What follows belongs to an exercise in optimizing a design on an open flow for small area, a short achievable clock period and few clock cycles; a production flow would make more cautious choices.
RTL that was checked went through simulation tests only; none was proved equivalent to the original.
Power figures rest on the tool's default switching activity, not on a simulated workload.

run 1:
## wire_codec
module wire_codec (
    input  wire        clk,
    input  wire        rst,             
    input  wire        start,
    input  wire [2:0]  start_op,
    input  wire [7:0]  start_n,         
    input  wire [15:0] start_cmd,       
    input  wire [7:0]  start_addr,      
    input  wire [7:0]  start_crc,       
    output reg         busy,
    input  wire        in_valid,
    input  wire [7:0]  in_data,
    output reg         in_ready,
    output reg         out_valid,
    output reg  [7:0]  out_data,
    input  wire        out_ready,
    output reg         done,
    output wire [15:0] status,
    output wire [7:0]  res_crc,
    output wire [7:0]  res_len
);
    localparam [2:0] OP_CRC_GEN   = 3'd0,
                     OP_CRC_CHECK = 3'd1,
                     OP_I2C_WRITE = 3'd2,
                     OP_I2C_READ  = 3'd3,
                     OP_SHDLC_TX  = 3'd4;
    function [7:0] crc_step;
        input [7:0] acc;
        input [7:0] b;
        integer k;
        reg [7:0] a;
        begin
            a = acc ^ b;
            for (k = 0; k < 8; k = k + 1) begin
                if (a[7]) a = {a[6:0], 1'b0} ^ 8'h31;
                else      a = {a[6:0], 1'b0};
            end
            crc_step = a;
        end
    endfunction
    function [7:0] crc_unstep;
        input [7:0] e;
        integer k;
        reg [7:0] a;
        begin
            a = e;
            for (k = 0; k < 8; k = k + 1) begin
                if (a[0]) a = {1'b1, a[7:1] ^ 7'h18};
                else      a = {1'b0, a[7:1]};
            end
            crc_unstep = a;
        end
    endfunction
    function is_reserved;
        input [7:0] b;
        begin
            is_reserved = (b == 8'h7E) || (b == 8'h7D) || (b == 8'h11) || (b == 8'h13);
        end
    endfunction
    reg s_fin;             
    reg s_crc;             
    reg s_wcmd;            
    reg s_whi, s_wlo;      
    reg s_wcrc;            
    reg s_rhi, s_rlo;      
    reg s_rcrc;            
    reg s_th0, s_th1, s_th2;  
    reg s_tpay;            
    reg s_tchk;            
    reg s_teof;            
    reg [7:0] cnt;         
    reg [7:0] acc;         
    reg [7:0] p0, p1;      
  ...
clock: 5.0 ns
lec_check: 0
cap_margin: 20
core_margin: 2
core_utilization: 45
setup_slack_margin: 3.0
slew_margin: 20
tns_end_percent: 0
standard.sh (not shown) runs the stock make flow with config.mk's settings and CLKGATE_MAP_FILE= SYNTH_SCRIPT=/design/flow/synth_recipe.tcl, a recipe that flattens the netlist after the stock synthesis.
==> flow/flow/run.sh <==
#!/bin/bash
# Standard layout, with the port buffers made from buf_4 cells instead of the smallest buffer.
set -euo pipefail
export BUFFER_PORTS_ARGS="-buffer_cell sky130_fd_sc_hd__buf_4"
bash standard.sh > standard_flow.log 2>&1
Testbench counts of run 1, summed over its fixed seeds: cycles 31,410.
Here is what was changed in the inputs of run 2 compared with run 1.
diff --git a/flow/config.mk b/flow/config.mk
--- a/flow/config.mk
+++ b/flow/config.mk
@@ -8,5 +8,5 @@
 export CAP_MARGIN = 20
 export CORE_MARGIN = 2
-export CORE_UTILIZATION = 45
+export CORE_UTILIZATION = 30
 export SETUP_SLACK_MARGIN = 3.0
 export SLEW_MARGIN = 20
When run 2 is set beside run 1, its core utilization turns out to be 19 points smaller.
Compared to run 1, run 2 has area occupied by multi-input gates 75 sq um higher.
Hold violation count in the final report: run 1 vs run 2 identical
Delta(cell area after placement, run 2 - run 1) > 0
The cell with the largest stage delay on the worst path comes out nor4_1 in one run and nor4_2 in the other, namely in run 2 and run 1 respectively.
Relative to run 1, run 2 degrades design area.
The power attributed to combinational cells on run 2 is in line with that on run 1.
Run 2 against run 1: final wirelength moved up; total placed cells including tap cells increased 82; die extent in y +about 22%.
Input-level comparison between run 3 and run 2:
diff --git a/flow/config.mk b/flow/config.mk
--- a/flow/config.mk
+++ b/flow/config.mk
@@ -9,5 +9,5 @@
 export CORE_MARGIN = 2
 export CORE_UTILIZATION = 30
-export SETUP_SLACK_MARGIN = 3.0
+export SETUP_SLACK_MARGIN = 3.3
 export SLEW_MARGIN = 20
-export TNS_END_PERCENT = 0
+export TNS_END_PERCENT = 5
--- outcome ---
Relative to run 2, the power measured on run 3 has increased by a few percent.
Length of the first detailed-routing pass in iterations: run 3 vs run 2 down 1
In the tables for run 2 and run 3, delay of the slowest cell on the worst path reads higher with run 2.
First-iteration DRC count went up by a few percent going from run 2 to run 3.
Against run 2, run 3 comes in 1.4 points higher on non-clock buffer area fraction after layout.
Summary of the comparison: count of cells along the worst register-to-register path is lower in run 3, relative to run 2.
Of run 2 and run 3, run 3 shows the higher final area, with run 2 below it.
Going from run 2 to run 3, maximum VDD drop rose by 0.0013 mV; global routing usage summed across all routing layers rose by 0.23 points; register-to-register slack stayed essentially flat.
For latest clock arrival within the worst-skew pair, run 2 and run 3 come out practically identical.

---

Another version of the RTL of wire_codec (not shown whole).
For scale: about 590 cells after synthesis, roughly 5200 um^2 of cells after synthesis.
Design wire_codec, start of the top module:
module wire_codec (
    input  wire        clk,
    input  wire        rst,             
    input  wire        start,
    input  wire [2:0]  start_op,
    input  wire [7:0]  start_n,         
    input  wire [15:0] start_cmd,       
    input  wire [7:0]  start_addr,      
    input  wire [7:0]  start_crc,       
    output wire        busy,
    input  wire        in_valid,
    input  wire [7:0]  in_data,
    output wire        in_ready,
    output reg         out_valid,
    output reg  [7:0]  out_data,
    input  wire        out_ready,
    output wire        done,
    output wire [15:0] status,
    output wire [7:0]  res_crc,
    output wire [7:0]  res_len
);
==> flow/config.mk <==
export PLATFORM = sky130hd
export DESIGN_NAME = wire_codec
export DESIGN_NICKNAME = wire_codec
export VERILOG_FILES = /design/flow/design.v
export SDC_FILE = /design/flow/constraint.sdc
export NUM_CORES = 4
export LEC_CHECK = 0
export CAP_MARGIN = 20
export CORE_MARGIN = 2
export CORE_UTILIZATION = 30
export CTS_BUF_LIST = sky130_fd_sc_hd__clkbuf_8
export SETUP_SLACK_MARGIN = 2.8
export SLEW_MARGIN = 20
export TNS_END_PERCENT = 0
==> flow/constraint.sdc <==
create_clock -name core_clock -period 5.0 [get_ports {clk}]
set_input_delay 1.0000 -clock core_clock [delete_from_list [all_inputs] [get_ports {clk}]]
set_output_delay 1.0000 -clock core_clock [all_outputs]
set_load 0.01 [all_outputs]
==> flow/flow/run.sh <==
#!/bin/bash
# Standard layout, with the port buffers made from buf_2 cells instead of the smallest buffer.
set -euo pipefail
export BUFFER_PORTS_ARGS="-buffer_cell sky130_fd_sc_hd__buf_2"
bash standard.sh > standard_flow.log 2>&1
Testbench counts at the start, summed over its fixed seeds: cycles 29,678.
Rerun with:
CORE_UTILIZATION = 40   (was 30)
CTS_BUF_LIST = default   (was sky130_fd_sc_hd__clkbuf_8)
SETUP_SLACK_MARGIN = 3.0   (was 2.8)
Flip-flop and latch count stays the same.
Hold slack improves by 4.8 ps.
Power came out higher by 16%.
Worst setup slack barely changes.
Routed wire length drops by 1.9%.
Via count climbs by 2.5%.
Clock skew falls by 5.5 ps.

---

== cedar ==
The RTL this note starts from:
==> flow/design.v <==
module wire_codec (
    input  wire        clk,
    input  wire        rst,             
    input  wire        start,
    input  wire [2:0]  start_op,
    input  wire [7:0]  start_n,         
    input  wire [15:0] start_cmd,       
    input  wire [7:0]  start_addr,      
    input  wire [7:0]  start_crc,       
    output reg         busy,
    input  wire        in_valid,
    input  wire [7:0]  in_data,
    output reg         in_ready,
    output reg         out_valid,
    output reg  [7:0]  out_data,
    input  wire        out_ready,
    output reg         done,
    output wire [15:0] status,
    output wire [7:0]  res_crc,
    output wire [7:0]  res_len
);
    localparam [2:0] OP_CRC_GEN   = 3'd0,
                     OP_CRC_CHECK = 3'd1,
                     OP_I2C_WRITE = 3'd2,
                     OP_I2C_READ  = 3'd3,
                     OP_SHDLC_TX  = 3'd4;
    localparam [3:0] S_IDLE  = 4'd0,
                     S_FIN   = 4'd1,    
                     S_CRC   = 4'd2,    
                     S_W_CMD = 4'd3,    
                     S_W_HI  = 4'd4,    
                     S_W_LO  = 4'd5,    
                     S_W_CRC = 4'd6,    
                     S_R_HI  = 4'd7,    
                     S_R_LO  = 4'd8,    
                     S_R_CRC = 4'd9,    
                     S_T_H0  = 4'd10,   
                     S_T_H1  = 4'd11,   
                     S_T_H2  = 4'd12,   
                     S_T_PAY = 4'd13,   
                     S_T_CHK = 4'd14,   
                     S_T_EOF = 4'd15;   
    function [7:0] crc_step;
        input [7:0] acc;
        input [7:0] b;
        integer k;
        reg [7:0] a;
        begin
            a = acc ^ b;
            for (k = 0; k < 8; k = k + 1) begin
                if (a[7]) a = {a[6:0], 1'b0} ^ 8'h31;
                else      a = {a[6:0], 1'b0};
            end
            crc_step = a;
        end
    endfunction
    function [7:0] crc_unstep;
        input [7:0] e;
        integer k;
        reg [7:0] a;
        begin
            a = e;
            for (k = 0; k < 8; k = k + 1) begin
                if (a[0]) a = {1'b1, a[7:1] ^ 7'h18};
                else      a = {1'b0, a[7:1]};
            end
            crc_unstep = a;
        end
    endfunction
    function is_reserved;
        input [7:0] b;
        begin
            is_reserved = (b == 8'h7E) || (b == 8'h7D) || (b == 8'h11) || (b == 8'h13);
        end
    endfunction
    reg [3:0] state;
    reg [7:0] cnt;         
    reg [7:0] acc;         
    reg [7:0] p0, p1;      
    reg       chk;         
    reg       bad;         
    reg       bcnt;        
    reg       esc;         
    reg       esc6, esc1;  
    reg [5:0] nlen;        
    reg       sk_valid;    
    reg [7:0] sk_data;
    assign status  = {14'd0, bcnt, bad};
    assign res_crc = acc;
    assign res_len = {1'b0, nlen, 1'b0};
    wire st_idle = (state == S_IDLE);
    wire st_fin  = (state == S_FIN);
    wire st_crc  = (state == S_CRC);
    wire st_wcmd = (state == S_W_CMD);
    wire st_whi  = (state == S_W_HI);
    wire st_wlo  = (state == S_W_LO);
    wire st_wcrc = (state == S_W_CRC);
    wire st_rhi  = (state == S_R_HI);
    wire st_rlo  = (state == S_R_LO);
    wire st_rcrc = (state == S_R_CRC);
    wire st_th0  = (state == S_T_H0);
    wire st_th1  = (state == S_T_H1);
    wire st_th2  = (state == S_T_H2);
    wire st_thdr = st_th0 | st_th1 | st_th2;
    wire st_tpay = (state == S_T_PAY);
    wire st_tchk = (state == S_T_CHK);
    wire st_teof = (state == S_T_EOF);
    wire st_t    = st_thdr | st_tpay | st_tchk | st_teof;
    wire take   = in_valid && in_ready;
    wire accept = start && !busy;
    wire a_crc  = (start_op == OP_CRC_GEN) || (start_op == OP_CRC_CHECK);
    wire a_chk  = (start_op == OP_CRC_CHECK);
    wire a_i2c  = (start_op == OP_I2C_WRITE) || (start_op == OP_I2C_READ);
    wire a_wr   = (start_op == OP_I2C_WRITE);
    wire a_tx   = (start_op == OP_SHDLC_TX);
    wire a_bcnt = a_i2c && (start_n[0] || (start_n > 8'd64));
    wire room1 = !sk_valid;    
    wire room2 = !out_valid;   
    wire [7:0] crc_x   = acc ^ in_data;
    wire [7:0] crc_out = crc_step(acc, in_data);
    wire       match   = (crc_x == 8'd0);    
    wire       chk_eq  = (crc_x == p1);      
    wire [7:0] data_byte = ({8{st_wcmd | st_rcrc | st_thdr}} & p0)
                         | ({8{st_whi | st_wlo | st_tpay}} & in_data)
                         | ({8{st_wcrc | st_tchk}} & acc);
    wire       t_res     = is_reserved(data_byte);
    wire [7:0] esc_byte  = {1'b0, esc6, !esc6, 1'b1, esc6, esc6, esc1, !(esc6 && esc1)};
    wire t_go   = !esc && (st_tpay ? take : ((st_thdr | st_tchk) && room1));
    wire eof_go = !esc && st_teof && room1;
    wire esc_go = esc && room1;
    wire r_take = st_rcrc && take;
    wire r_ok   = r_take && !bad && match;
    wire wc_go  = (st_wcmd | st_wcrc) && room1;
    wire push2  = r_ok;
    wire push1  = (accept && ((a_wr && !a_bcnt) || a_tx))
                | wc_go | (take && (st_whi | st_wlo))
                | t_go | eof_go | esc_go | push2;
    wire [7:0] b1 = st_idle ? (a_tx ? 8'h7E : start_cmd[15:8])
                  : esc     ? esc_byte
                  : st_teof ? 8'h7E
                  : (st_t && t_res) ? 8'h7D
                  : data_byte;
    wire last = (st_crc && take && cnt == 8'd1)
              | (st_wcmd && room1 && cnt == 8'd0)
              | (st_wcrc && room1 && cnt == 8'd1)
              | (r_take && cnt == 8'd1)
              | eof_go
              | (accept && ((a_crc && start_n == 8'd0) || a_bcnt ||
                            (start_op == OP_I2C_READ && start_n == 8'd0)));
    wire q_empty = !sk_valid && !push1 && (!out_valid || out_ready);
    wire finish  = (last || st_fin) && q_empty;
    reg [3:0] state_d;
    always @* begin
        state_d = state;
        if (accept) begin
            if (a_crc)       state_d = S_CRC;
            else if (a_bcnt) state_d = S_FIN;
            else if (a_wr)   state_d = S_W_CMD;
            else if (a_i2c)  state_d = S_R_HI;
            else             state_d = S_T_H0;
        end else begin
            case (state)
                S_W_CMD: if (room1) state_d = S_W_HI;
                S_W_HI:  if (take) state_d = S_W_LO;
                S_W_LO:  if (take) state_d = S_W_CRC;
                S_W_CRC: if (room1) state_d = S_W_HI;
                S_R_HI:  if (take) state_d = S_R_LO;
                S_R_LO:  if (take) state_d = S_R_CRC;
                S_R_CRC: if (take) state_d = S_R_HI;
                S_T_H0:  if (t_go) state_d = S_T_H1;
                S_T_H1:  if (t_go) state_d = S_T_H2;
                S_T_H2:  if (t_go) state_d = (cnt == 8'd0) ? S_T_CHK : S_T_PAY;
                S_T_PAY: if (t_go && cnt == 8'd1) state_d = S_T_CHK;
                S_T_CHK: if (t_go) state_d = S_T_EOF;
                default: ;
            endcase
        end
        if (last) state_d = S_FIN;
        if (finish) state_d = S_IDLE;
    end
    wire sk_valid_d = sk_valid ? !(out_valid && out_ready)
                               : (push2 || (push1 && out_valid && !out_ready));
    wire out_valid_d = sk_valid || push1 || (out_valid && !out_ready);
    wire esc_d = t_go ? t_res : (esc && !esc_go);
    wire bad_d = accept ? (a_chk && start_n == 8'd0 && start_crc != 8'hFF)
               : (st_crc && take) ? (chk && !chk_eq)
               : (bad || (r_take && !match));
    wire in_ready_d = (state_d == S_CRC)
                    | (state_d == S_R_HI) | (state_d == S_R_LO)
                    | ((state_d == S_R_CRC) && (bad_d || !out_valid_d))
                    | (((state_d == S_W_HI) | (state_d == S_W_LO)) && !sk_valid_d)
                    | ((state_d == S_T_PAY) && !sk_valid_d && !esc_d);
    always @(posedge clk) begin
        if (!out_valid || out_ready)
            out_data <= sk_valid ? sk_data : b1;
        if (!sk_valid)
            sk_data <= push2 ? p1 : b1;
        out_valid <= out_valid_d;
        sk_valid  <= sk_valid_d;
        state    <= state_d;
        in_ready <= in_ready_d;
        busy     <= (state_d != S_IDLE);
        done     <= finish;
        bad      <= bad_d;
        esc      <= esc_d;
        if (accept || (st_wcrc && room1) || r_take)
            acc <= 8'hFF;
        else if (t_go && !st_tchk)
            acc <= acc - (st_tpay ? in_data : p0);
        else if (take)
            acc <= crc_out;
        if (accept)
            p0 <= a_tx ? start_addr : start_cmd[7:0];
        else if ((st_rhi && take) || (st_thdr && t_go))
            p0 <= st_rhi ? in_data : p1;
        if (accept)
            p1 <= a_chk ? crc_unstep(start_crc) : start_cmd[7:0];
        else if ((st_rlo && take) || (st_thdr && t_go))
            p1 <= st_thdr ? cnt : in_data;
        if (accept)
            cnt <= a_i2c ? {1'b0, start_n[7:1]} : start_n;
        else if ((take && (st_crc | st_rcrc | st_tpay)) || (st_wcrc && room1))
            cnt <= cnt - 8'd1;
        if (accept) begin
            chk  <= a_chk;
            bcnt <= a_bcnt;
            nlen <= 6'd0;
        end else if (r_ok)
            nlen <= nlen + 6'd1;
        if (t_go) begin
            esc6 <= data_byte[6];
            esc1 <= data_byte[1];
        end
        if (rst) begin
            state     <= S_IDLE;
            out_valid <= 1'b0;
            sk_valid  <= 1'b0;
            in_ready  <= 1'b0;
            busy      <= 1'b0;
            done      <= 1'b0;
            esc       <= 1'b0;
        end
    end
endmodule
==> flow/config.mk <==
export PLATFORM = sky130hd
export DESIGN_NAME = wire_codec
export DESIGN_NICKNAME = wire_codec
export VERILOG_FILES = /design/flow/design.v
export SDC_FILE = /design/flow/constraint.sdc
export NUM_CORES = 4
export LEC_CHECK = 0
export CAP_MARGIN = 20
export CORE_MARGIN = 2
export CORE_UTILIZATION = 30
export SETUP_SLACK_MARGIN = 3.0
export SLEW_MARGIN = 20
export TNS_END_PERCENT = 10
==> flow/constraint.sdc <==
create_clock -name core_clock -period 5.0 [get_ports {clk}]
set_input_delay 1.0000 -clock core_clock [delete_from_list [all_inputs] [get_ports {clk}]]
set_output_delay 1.0000 -clock core_clock [all_outputs]
set_load 0.01 [all_outputs]
run.sh (not shown) runs the stock make flow with config.mk's settings and CLKGATE_MAP_FILE= SYNTH_SCRIPT=/design/flow/synth_recipe.tcl, a recipe that flattens the netlist after the stock synthesis.
Stock flow here: none of the scripts above is used.
Setup changes, cedar to tundra
-- flow/config.mk --
<<< cedar, line 9
export CORE_MARGIN = 2
export CORE_UTILIZATION = 30
export SETUP_SLACK_MARGIN = 3.0
export SLEW_MARGIN = 20
export TNS_END_PERCENT = 10
>>> tundra, line 9
export CORE_MARGIN = 2
export CORE_UTILIZATION = 40
export SLEW_MARGIN = 20
==> comparison <==
All of tundra and cedar finish clean. Compared with cedar, tundra shows via total after detailed routing that has gone down slightly. tundra against cedar: final standard cell area without fillers now smaller, via density per instance has increased, placed instance count fell 6.0%. Summary — delay of the slowest cell on the worst path, tundra relative to cedar: higher, by 0.13 ns. The aggregate routed wire length of tundra falls short of that of cedar by about 6%. tundra vs. cedar: number of cells traversed by the worst register-to-register path went down by 2. tundra ends up with a overall power that is 5.0% lower than in cedar.
diff inputs: tundra => indigo
-- flow/config.mk --
<<< tundra, line 9
export CORE_MARGIN = 2
export CORE_UTILIZATION = 40
export SLEW_MARGIN = 20
>>> indigo, line 9
export CORE_MARGIN = 2
export CORE_UTILIZATION = 30
export SETUP_SLACK_MARGIN = 3.0
export SLEW_MARGIN = 20
export TNS_END_PERCENT = 0
Notes after the runs:
- The clock latency on the worst-skew pair was comparable across tundra and indigo.
- For die boundary height, dividing the value from tundra by the value from indigo gives 0.870.
- Comparing tundra against indigo, there is no change at all in count of buffers inserted at the top-level ports.
- On maximum number of pins on one net before global-route repair: between tundra and indigo, it ends up higher for tundra.
- [compare] base=tundra new=indigo: leakage power summed over all cells grew by 0.00030 uW, final count of hold timing violations held steady.
- Clock group share of total power ended up 4.1 points lower on indigo than on tundra.
- Of the two values seen for slowest stage cell on the critical path, sky130_fd_sc_hd__a221o_1 was produced by indigo and sky130_fd_sc_hd__and2_1 by tundra.
- Side by side, die area turned out higher in indigo than in tundra.
Function was not checked in any run of this note: the RTL went through the layout flow alone.

[separate check: timing with driven ports]
In the flow no input, the clock included, has a driving cell. The finished layouts below were timed again as built, in two steps. Step 1 assumes that a clkbuf_16 drives the clock port and a buf_2 every other input. Step 2 also shifts input and output timing later by t, the mid clock arrival at the registers, as if the neighbouring blocks saw the same clock. Slacks: ideal ports / drivers / drivers and shift; pairs: ideal ports / drivers.
| run | shift t [ns] | setup WS [ns] | hold slack, ns | clock arrival spread, ns | slew at the worst register clock pin (ns) |
|---|---|---|---|---|---|
| run 1 | 0.382 | 2.554 / 2.549 / 2.168 | 0.486 / 0.486 / 0.486 | 0.008 / 0.009 | 0.06 / 0.06 |
| run 2 | 0.390 | 2.571 / 2.579 / 2.189 | 0.487 / 0.487 / 0.487 | 0.007 / 0.008 | 0.07 / 0.07 |
| run 3 | 0.390 | 2.626 / 2.619 / 2.229 | 0.489 / 0.489 / 0.489 | 0.008 / 0.008 | 0.07 / 0.07 |
| the first run of note 2 | 0.399 | 2.549 / 2.509 / 2.160 | 0.487 / 0.487 / 0.487 | 0.016 / 0.016 | 0.09 / 0.09 |
| the second run of note 2 | 0.374 | 2.550 / 2.508 / 2.189 | 0.491 / 0.491 / 0.491 | 0.009 / 0.009 | 0.06 / 0.06 |
| cedar | 0.385 | 2.065 / 2.084 / 1.700 | 0.500 / 0.500 / 0.500 | 0.010 / 0.009 | 0.06 / 0.06 |
| tundra | 0.376 | 1.395 / 1.414 / 1.038 | 0.501 / 0.501 / 0.501 | 0.007 / 0.007 | 0.06 / 0.06 |
| indigo | 0.382 | 2.126 / 2.136 / 1.754 | 0.490 / 0.490 / 0.490 | 0.007 / 0.008 | 0.06 / 0.06 |
After both steps setup and hold are still met in every run listed. For run 3, which loses most, drivers alone change the setup slack by -0.007 ns; drivers and shift together by -0.397 ns.
